What follows belongs to an exercise in optimizing a design on an open flow for small area, a short achievable clock period and few clock cycles; a production flow would make more cautious choices.
The RTL was checked by simulation tests, not by an equivalence proof against the original design.
No activity file was given, so power comes from the tool's default toggle rates.

`design/flow/design.v`:
```
module pxfc (
    input  wire        clk,
    input  wire        rst,
    input  wire        cmd_valid,
    input  wire [23:0] cmd_word,
    output reg         rsp_valid,
    output reg  [15:0] rsp_data,
    output reg         done_valid,
    output reg  [1:0]  done_op,
    output reg  [2:0]  done_st,
    output wire        rx_ready,
    input  wire        rx_valid,
    input  wire        rx_err,
    input  wire [7:0]  rx_data,
    input  wire [15:0] rx_code,
    output wire        tx_valid,
    output wire [7:0]  tx_data,
    output wire        tx_last,
    input  wire        tx_ack,
    input  wire        tx_fail,
    input  wire [15:0] tx_code,
    output wire        stall_req,
    input  wire        stall_ack
);
    localparam [3:0] PH_IDLE  = 4'd0;
    localparam [3:0] PH_HUNT  = 4'd1;
    localparam [3:0] PH_STALL = 4'd2;
    localparam [3:0] PH_HDR   = 4'd3;
    localparam [3:0] PH_PAY   = 4'd4;
    localparam [3:0] PH_TXF   = 4'd5;
    localparam [2:0] ST_OK      = 3'd0;
    localparam [2:0] ST_TRANS   = 3'd1;
    localparam [2:0] ST_CKSUM   = 3'd2;
    localparam [2:0] ST_TIMEOUT = 3'd3;
    localparam [1:0] OP_SYNC  = 2'd1;
    localparam [1:0] OP_PARSE = 2'd2;
    localparam [1:0] OP_SEND  = 2'd3;
    localparam [2:0] GROUP    = 3'd4;
    localparam [2:0] MAXSTALL = 3'd4;
    reg [7:0]  wprev;
    reg [15:0] ckacc;
    reg [7:0]  rtype;
    reg [7:0]  rlen;
    reg [15:0] rck;
    reg [7:0]  ttype;
    reg [7:0]  tlen;
    reg [3:0]  ph;
    reg [8:0]  idx;
    reg [2:0]  nb;
    reg [2:0]  ns;
    reg        cs;
    reg        synced;
    reg [2:0]  st;
    reg [15:0] errcode;
    reg [7:0] txpay [0:254];
    reg [7:0] rxpay [0:254];
    wire busy = (ph != PH_IDLE);
    wire [3:0] c_op  = cmd_word[23:20];
    wire [3:0] c_reg = cmd_word[19:16];
    wire [7:0] c_idx = cmd_word[15:8];
    wire [7:0] c_val = cmd_word[7:0];
    wire is_sync  = (cmd_word == 24'h100000);
    wire is_parse = (cmd_word == 24'h200000);
    wire is_send  = (cmd_word == 24'h300000);
    wire is_rd    = (c_op == 4'h4) && (c_idx == 8'h00) && (c_val == 8'h00) && (c_reg <= 4'd10);
    wire is_wr    = (c_op == 4'h5) && (c_idx == 8'h00) && ((c_reg == 4'd6) || (c_reg == 4'd7));
    wire is_ldp   = (c_op == 4'h6) && (c_reg == 4'h0) && (c_val == 8'h00) && (c_idx != 8'hFF);
    wire is_stp   = (c_op == 4'h7) && (c_reg == 4'h0) && (c_idx != 8'hFF);
    wire acc_sync  = cmd_valid && is_sync  && !busy;
    wire acc_parse = cmd_valid && is_parse && !busy && synced;
    wire acc_send  = cmd_valid && is_send  && !busy;
    wire acc_rd    = cmd_valid && is_rd;
    wire acc_wr    = cmd_valid && is_wr    && !busy;
    wire acc_ldp   = cmd_valid && is_ldp   && !busy;
    wire acc_stp   = cmd_valid && is_stp   && !busy;
    reg [15:0] rd_val;
    always @(*) begin
        case (c_reg)
            4'd0:    rd_val = {10'd0, busy, synced, cs, st};
            4'd1:    rd_val = errcode;
            4'd2:    rd_val = {8'd0, rtype};
            4'd3:    rd_val = {8'd0, rlen};
            4'd4:    rd_val = rck;
            4'd5:    rd_val = ckacc;
            4'd6:    rd_val = {8'd0, ttype};
            4'd7:    rd_val = {8'd0, tlen};
            4'd8:    rd_val = {8'd0, wprev};
            4'd9:    rd_val = {3'd0, idx, ph};
            4'd10:   rd_val = {9'd0, ns, 1'b0, nb};
            default: rd_val = 16'd0;
        endcase
    end
    assign rx_ready  = (ph == PH_HUNT) || (ph == PH_HDR) || (ph == PH_PAY);
    assign stall_req = (ph == PH_STALL);
    assign tx_valid  = (ph == PH_TXF);
    wire [8:0] frame_len = {1'b0, tlen} + 9'd4;
    wire [8:0] pay_idx   = idx - 9'd4;
    reg  [7:0] frame_byte;
    always @(*) begin
        case (idx)
            9'd0:    frame_byte = 8'hAE;
            9'd1:    frame_byte = 8'hC1;
            9'd2:    frame_byte = ttype;
            9'd3:    frame_byte = tlen;
            default: frame_byte = txpay[pay_idx[7:0]];
        endcase
    end
    assign tx_data = frame_byte;
    assign tx_last = (idx == frame_len - 9'd1);
    wire rx_take = rx_ready && rx_valid;
    wire match_cs   = (rx_data == 8'hC1) && (wprev == 8'hAF);
    wire match_nocs = (rx_data == 8'hC1) && (wprev == 8'hAE);
    wire [8:0]  hdr_last  = cs ? 9'd3 : 9'd1;
    wire [7:0]  rlen_next = (idx == 9'd1) ? rx_data : rlen;
    wire [15:0] ck_sum    = ckacc + {8'd0, rx_data};
    always @(posedge clk) begin
        if (rst) begin
            wprev      <= 8'd0;
            ckacc      <= 16'd0;
            rtype      <= 8'd0;
            rlen       <= 8'd0;
            rck        <= 16'd0;
            ttype      <= 8'd0;
            tlen       <= 8'd0;
            ph         <= PH_IDLE;
            idx        <= 9'd0;
            nb         <= 3'd0;
            ns         <= 3'd0;
            cs         <= 1'b0;
            synced     <= 1'b0;
            st         <= ST_OK;
            errcode    <= 16'd0;
            rsp_valid  <= 1'b0;
            rsp_data   <= 16'd0;
            done_valid <= 1'b0;
            done_op    <= 2'd0;
            done_st    <= 3'd0;
        end else begin
            rsp_valid  <= 1'b0;
            done_valid <= 1'b0;
            if (acc_rd) begin
                rsp_valid <= 1'b1;
                rsp_data  <= rd_val;
            end
            if (acc_ldp) begin
                rsp_valid <= 1'b1;
                rsp_data  <= {8'd0, rxpay[c_idx]};
            end
            if (acc_wr) begin
                if (c_reg == 4'd6) ttype <= c_val;
                else               tlen  <= c_val;
            end
            if (acc_stp) begin
                txpay[c_idx] <= c_val;
            end
            if (acc_sync) begin
                wprev   <= 8'd0;
                nb      <= 3'd0;
                ns      <= 3'd0;
                synced  <= 1'b0;
                st      <= ST_OK;
                errcode <= 16'd0;
                ph      <= PH_HUNT;
            end
            if (acc_parse) begin
                synced  <= 1'b0;
                st      <= ST_OK;
                errcode <= 16'd0;
                rtype   <= 8'd0;
                rlen    <= 8'd0;
                rck     <= 16'd0;
                ckacc   <= 16'd0;
                idx     <= 9'd0;
                ph      <= PH_HDR;
            end
            if (acc_send) begin
                st      <= ST_OK;
                errcode <= 16'd0;
                idx     <= 9'd0;
                ph      <= PH_TXF;
            end
            case (ph)
                PH_HUNT: if (rx_take) begin
                    if (rx_err) begin
                        st         <= ST_TRANS;
                        errcode    <= rx_code;
                        ph         <= PH_IDLE;
                        done_valid <= 1'b1;
                        done_op    <= OP_SYNC;
                        done_st    <= ST_TRANS;
                    end else begin
                        wprev <= rx_data;
                        if (match_cs || match_nocs) begin
                            cs         <= match_cs;
                            synced     <= 1'b1;
                            st         <= ST_OK;
                            ph         <= PH_IDLE;
                            done_valid <= 1'b1;
                            done_op    <= OP_SYNC;
                            done_st    <= ST_OK;
                        end else begin
                            nb <= nb + 3'd1;
                            if (nb + 3'd1 == GROUP) begin
                                if (ns == MAXSTALL) begin
                                    st         <= ST_TIMEOUT;
                                    ph         <= PH_IDLE;
                                    done_valid <= 1'b1;
                                    done_op    <= OP_SYNC;
                                    done_st    <= ST_TIMEOUT;
                                end else begin
                                    ph <= PH_STALL;
                                end
                            end
                        end
                    end
                end
                PH_STALL: if (stall_ack) begin
                    ns <= ns + 3'd1;
                    nb <= 3'd0;
                    ph <= PH_HUNT;
                end
                PH_HDR: if (rx_take) begin
                    if (rx_err) begin
                        st         <= ST_TRANS;
                        errcode    <= rx_code;
                        ph         <= PH_IDLE;
                        done_valid <= 1'b1;
                        done_op    <= OP_PARSE;
                        done_st    <= ST_TRANS;
                    end else begin
                        case (idx[1:0])
                            2'd0: rtype     <= rx_data;
                            2'd1: rlen      <= rx_data;
                            2'd2: rck[7:0]  <= rx_data;
                            2'd3: rck[15:8] <= rx_data;
                        endcase
                        if (idx == hdr_last) begin
                            ckacc <= 16'd0;
                            idx   <= 9'd0;
                            if (rlen_next == 8'd0) begin
                                ph         <= PH_IDLE;
                                done_valid <= 1'b1;
                                done_op    <= OP_PARSE;
                                if (cs && (rck[7:0] != 8'd0 || rx_data != 8'd0)) begin
                                    st      <= ST_CKSUM;
                                    done_st <= ST_CKSUM;
                                end else begin
                                    st      <= ST_OK;
                                    done_st <= ST_OK;
                                end
                            end else begin
                                ph <= PH_PAY;
                            end
                        end else begin
                            idx <= idx + 9'd1;
                        end
                    end
                end
                PH_PAY: if (rx_take) begin
                    if (rx_err) begin
                        st         <= ST_TRANS;
                        errcode    <= rx_code;
                        ph         <= PH_IDLE;
                        done_valid <= 1'b1;
                        done_op    <= OP_PARSE;
                        done_st    <= ST_TRANS;
                    end else begin
                        rxpay[idx[7:0]] <= rx_data;
                        ckacc <= ck_sum;
                        idx   <= idx + 9'd1;
                        if (idx + 9'd1 == {1'b0, rlen}) begin
                            ph         <= PH_IDLE;
                            done_valid <= 1'b1;
                            done_op    <= OP_PARSE;
                            if (cs && ck_sum != rck) begin
                                st      <= ST_CKSUM;
                                done_st <= ST_CKSUM;
                            end else begin
                                st      <= ST_OK;
                                done_st <= ST_OK;
                            end
                        end
                    end
                end
                PH_TXF: begin
                    if (tx_fail) begin
                        st         <= ST_TRANS;
                        errcode    <= tx_code;
                        ph         <= PH_IDLE;
                        done_valid <= 1'b1;
                        done_op    <= OP_SEND;
                        done_st    <= ST_TRANS;
                    end else if (tx_ack) begin
                        idx <= idx + 9'd1;
                        if (idx + 9'd1 == frame_len) begin
                            st         <= ST_OK;
                            ph         <= PH_IDLE;
                            done_valid <= 1'b1;
                            done_op    <= OP_SEND;
                            done_st    <= ST_OK;
                        end
                    end
                end
                default: ;
            endcase
        end
    end
endmodule
```
`design/flow/run.sh`:
```
#!/bin/bash
# synth_recipe.tcl (not shown) runs the flow's synth.tcl, then flattens the netlist and writes it again
# the make line also repeats each setting of config.mk as NAME=value (left out here)
make -C /OpenROAD-flow-scripts/flow DESIGN_CONFIG=/design/flow/config.mk WORK_HOME=/design/flow/orfs CLKGATE_MAP_FILE= SYNTH_SCRIPT=/design/flow/synth_recipe.tcl finish
```
`design/flow/config.mk`:
```
export PLATFORM = sky130hd
export DESIGN_NAME = pxfc
export DESIGN_NICKNAME = pxfc
export VERILOG_FILES = /design/flow/design.v
export SDC_FILE = /design/flow/constraint.sdc
export NUM_CORES = 4
export LEC_CHECK = 0
export CAP_MARGIN = 20
export CORE_MARGIN = 2
export CORE_UTILIZATION = 40
export SLEW_MARGIN = 20
```
`design/flow/constraint.sdc`:
```
create_clock -name core_clock -period 6.5 [get_ports {clk}]
set_input_delay 1.3000 -clock core_clock [delete_from_list [all_inputs] [get_ports {clk}]]
set_output_delay 1.3000 -clock core_clock [all_outputs]
set_load 0.01 [all_outputs]
```
==> results by group <==
Clocking
  • Clock buffers created by TritonCTS: 407
  • CTS Buffer Depth: 4
  • Hold buffer count at CTS: 0
  • CTS tree: built
  • Worst-Skew Late Latency: 0.92 ns
  • Clock sinks: 4214
  • H-tree lvl count: 5
  • CTS clk-pin slew, worst paths: 0.06 ns
  • Root Buffer: clkbuf_16

Drt
  • Router iterations before antenna repair: 7
  • Final WL: 437600 um
  • Post-route ant nets: 0
  • WL per Instance: 30.34 um
  • Via-per-instance ratio: 5.814
  • DR iter-0 viols: 10550
  • Detailed-route via count: 83830
  • Post-route DRC: 0

Worst setup path
  • CP arrival: 5.08 ns
  • Reg2reg start: ph[0]$_SDFF_PP0_
  • CP Capture Type: output port
  • Worst-path fanout max: 48
  • Critical Path Start Type: register
  • Crit Path Class: register to output port
  • Critical Path Start: idx[0]$_SDFF_PP0_
  • Worst Path Required: 5.20 ns

GRT
  • Gr usage total: 0.2055
  • First-pass GRT wire length: 622700 um
  • Initial antenna violation count: 17
  • Vias in the first global route: 84060
  • Global route overflow: 0
  • Largest net degree at the start of global routing: 203

Min path
  • Hold wc startpoint: errcode[12]$_SDFF_PP0_
  • Worst hold path type: register to register

Floorplan
  • Die Height: 647.8 um
  • Chip width: 647.8 um
  • Core Rows: 236
  • IO Pins: 107
  • Core area: 412800 um2
  • Die area: 419700 um2
  • Initial Utilization: 0.4016

STA
  • Setup_tns: 0 ns
  • Max Clock Skew: 0.02937 ns
  • Min Hold Slack: 0.4673 ns
  • Slew at the pin closest to its max-slew limit: 1.250 ns
  • Share of the clock period used by the worst path: 0.9823
  • Post-layout min period: 6.385 ns
  • Fmax: 0.1566 GHz
  • Hold Fails Final Rpt: 0
  • Setup-failing EPs final: 0
  • Slew Viols, Final: 0
  • Rel. slew slack: 0.1669
  • RSZ-0062 raised after global routing: false

Synthesis
  • Most frequent cell after synthesis: edfxtp_1
  • Post-Syn Nets: 7979
  • Async set-reset flop share out of synthesis: 0
  • Dominant cell type by area after synthesis: edfxtp_1
  • Yosys top cell area share: 0.7390
  • Flops & latches, synth: 4214
  • Synthesized area: 165800 um2
  • Post-synth EDFFs: 4080
  • Syn Area/Cell: 21.03 um2
  • Ys Warns: 1
  • Post-synthesis instance total: 7882
  • Top post-synthesis cells by count: edfxtp_1, mux4_2, nor2_1
  • Library cells used by synthesis: 77
  • Seq/Total Area, Yosys: 0.7551
  • Primary FF master, synth: edfxtp_1
  • Synth area leaders: edfxtp_1, mux4_2, dfxtp_1

Flow run
  • Max-Cap Viols: 0

Placement
  • Gpl congestion: 0.9248
  • Number of port buffers: 105
  • DP HPWL: 278000 um
  • Placed Area: 177700 um2

Finish
  • Synth-to-Final Area Change: 15.14%
  • Ratio of cells with drive above 1 in the final layout: 0.2914
  • Fillers: 34100
  • Fin nets: 8710
  • Finished Core Util: 0.4624
  • Design area: 190900 um2

Pwr
  • Pwr/cell area: 289.1 nW/um2
  • Worst vdd ir: 0.2411 mV
  • Static Leak: 0.05888 uW

Run status
  • Status: complete, no violations
per-stage QoR:
| step | setup WS, ns | total power [uW] | instances |
|---|---|---|---|
| 4_1_cts | 0.01519 | 55570 | 14410 |
| 3_5_place_dp | 0.2896 | 32460 | 13680 |
| 5_1_grt | 0.003627 | 56630 | 14410 |
| 3_3_place_gp | 0.03637 | 32420 | 13670 |
| 2_1_floorplan | 1.473 | 31360 | 7882 |
| 6_report | 0.1152 | 55190 | 14420 |
final timing paths:
kind / cells after the start / slack (ns) / end
max reg2reg: 9 / 2.10 / txpay[0][1]$_DFFE_PP_
min: 2 / 0.47 / errcode[12]$_SDFF_PP0_
max: 11 / 0.12 / tx_data[3]
min reg2reg: 2 / 0.47 / errcode[12]$_SDFF_PP0_
repair_timing:
action | in CTS | in global routing
pin swaps | 0 | 0
endpoints found under the setup margin | 8 | 2
buffers inserted | 1 | 0
endpoints found under the hold margin | 0 | 0
gates resized for setup | 15 | 1
placed cells by master, fill, tap and decap left out, drive strengths merged, types with 10 or more instances in the layout:
cell type      instances
a211oi                10
bufinv                41
a221oi                20
nand2                277
edfxtp              4080
xor2                  31
inv                   38
a32oi                 21
and3                  21
o211ai                11
ha                    24
o22ai                 17
nor2b                 35
clkinvlp              17
clkdlybuf4s50         83
buf                  706
nand4                 31
dfxtp                134
nor3                  38
a21oi                112
xnor2                 39
mux2i                106
clkinv               173
a31oi                 31
or3                   13
a22o                  14
clkbuf               507
nor3b                 10
and2                  15
nor2                 638
a22oi                 57
mux4                1232
o21ai                 70
nand2b                28
nand3                116
nor4                  20
nor4b                 11
power breakdown:
| part | switching [uW] | total (uW) | internal (uW) |
|---|---|---|---|
| Combinational | 1340 | 2080 | 743 |
| Sequential | 13.6 | 29800 | 29800 |
| Clock | 10000 | 23300 | 13300 |
| Total | 11400 | 55200 | 43800 |
state kept, by name, indices dropped and copies added (netlist names):
register,cells
ttype,8
done_st,2
rsp_data,16
wprev,8
rtype,8
ph,4
done_valid,1
cs,1
synced,1
rck,16
ns,3
done_op,2
st,3
nb,3
idx,9
rxpay,2040
errcode,16
rsp_valid,1
rlen,8
ckacc,16
txpay,2040
tlen,8
routing by layer:
layer	GRT usage	wire, um	vias to the layer above
met3	0.03286	31710	740
li1	-	-	34320
met5	0	81	-
met4	0.06813	15560	14
met1	0.2838	177700	45100
met2	0.3343	212500	3660
worst max-delay path: stages, from the launching register on:
cell	delay (ns)
dfxtp_4	0.59
buf_12	0.25
buf_16	0.31
mux4_2	0.33
mux4_2	0.34
nand2_1	0.08
a32oi_1	0.48
a31oi_4	0.26
buf_4	0.22
nor4b_4	0.44
buf_4	0.19
clkdlybuf4s50_1	0.52
cell type report:
| type | instances | area, um2 | area share |
|---|---|---|---|
| well taps | 5474 | 6849 | 0.03588 |
| clock inverters | 244 | 2357 | 0.01235 |
| clock buffers | 491 | 10640 | 0.05574 |
| inverters | 25 | 93.84 | 0.0004916 |
| diodes | 7 | 17.52 | 0.00009176 |
| repair buffers | 805 | 6959 | 0.03645 |
| flip-flops and latches | 4214 | 125200 | 0.6559 |
| multi-input cells | 3160 | 38770 | 0.2031 |
cell families after synthesis:
kind of cell / synth area share
AO/OA/AOI/OAI: 0.01761
buffers and inverters: 0.01281
other: 0.00002262
flip-flops: 0.7551
adder cells (fa/ha/maj): 0.001932
multiplexers: 0.1741
AND/OR/NAND/NOR: 0.03428
XOR/XNOR: 0.004105
Testbench counts, summed over its fixed seeds: cycles 55,531.

-- what the ideal ports hide --
No port has a modelled driver above. Below, the same layout with a new extraction and two added sets of constraints. Step 1 (the two cells are an assumption about what drives the block):
set clk [get_ports {clk}]
set_driving_cell -lib_cell sky130_fd_sc_hd__clkbuf_16 $clk
set_driving_cell -lib_cell sky130_fd_sc_hd__buf_2 [delete_from_list [all_inputs] $clk]
Step 2 times the ports against the registers' clock, not the clock port: input delays grow and output delays shrink by t, the midpoint of the rising clock arrivals with the driver on. a / b / c = ideal / step 1 / step 2; a / b = the first two.
t (ns): 1.020
slack for setup (ns): 0.115 / 0.007 / 0.997
slew at the worst register clock pin (ns): 0.07 / 0.07
pins driven straight from the clock port: 1
After both steps setup and hold are still met in this run. The setup slack of this run moves by -0.108 ns with the drivers and by +0.882 ns with both steps.
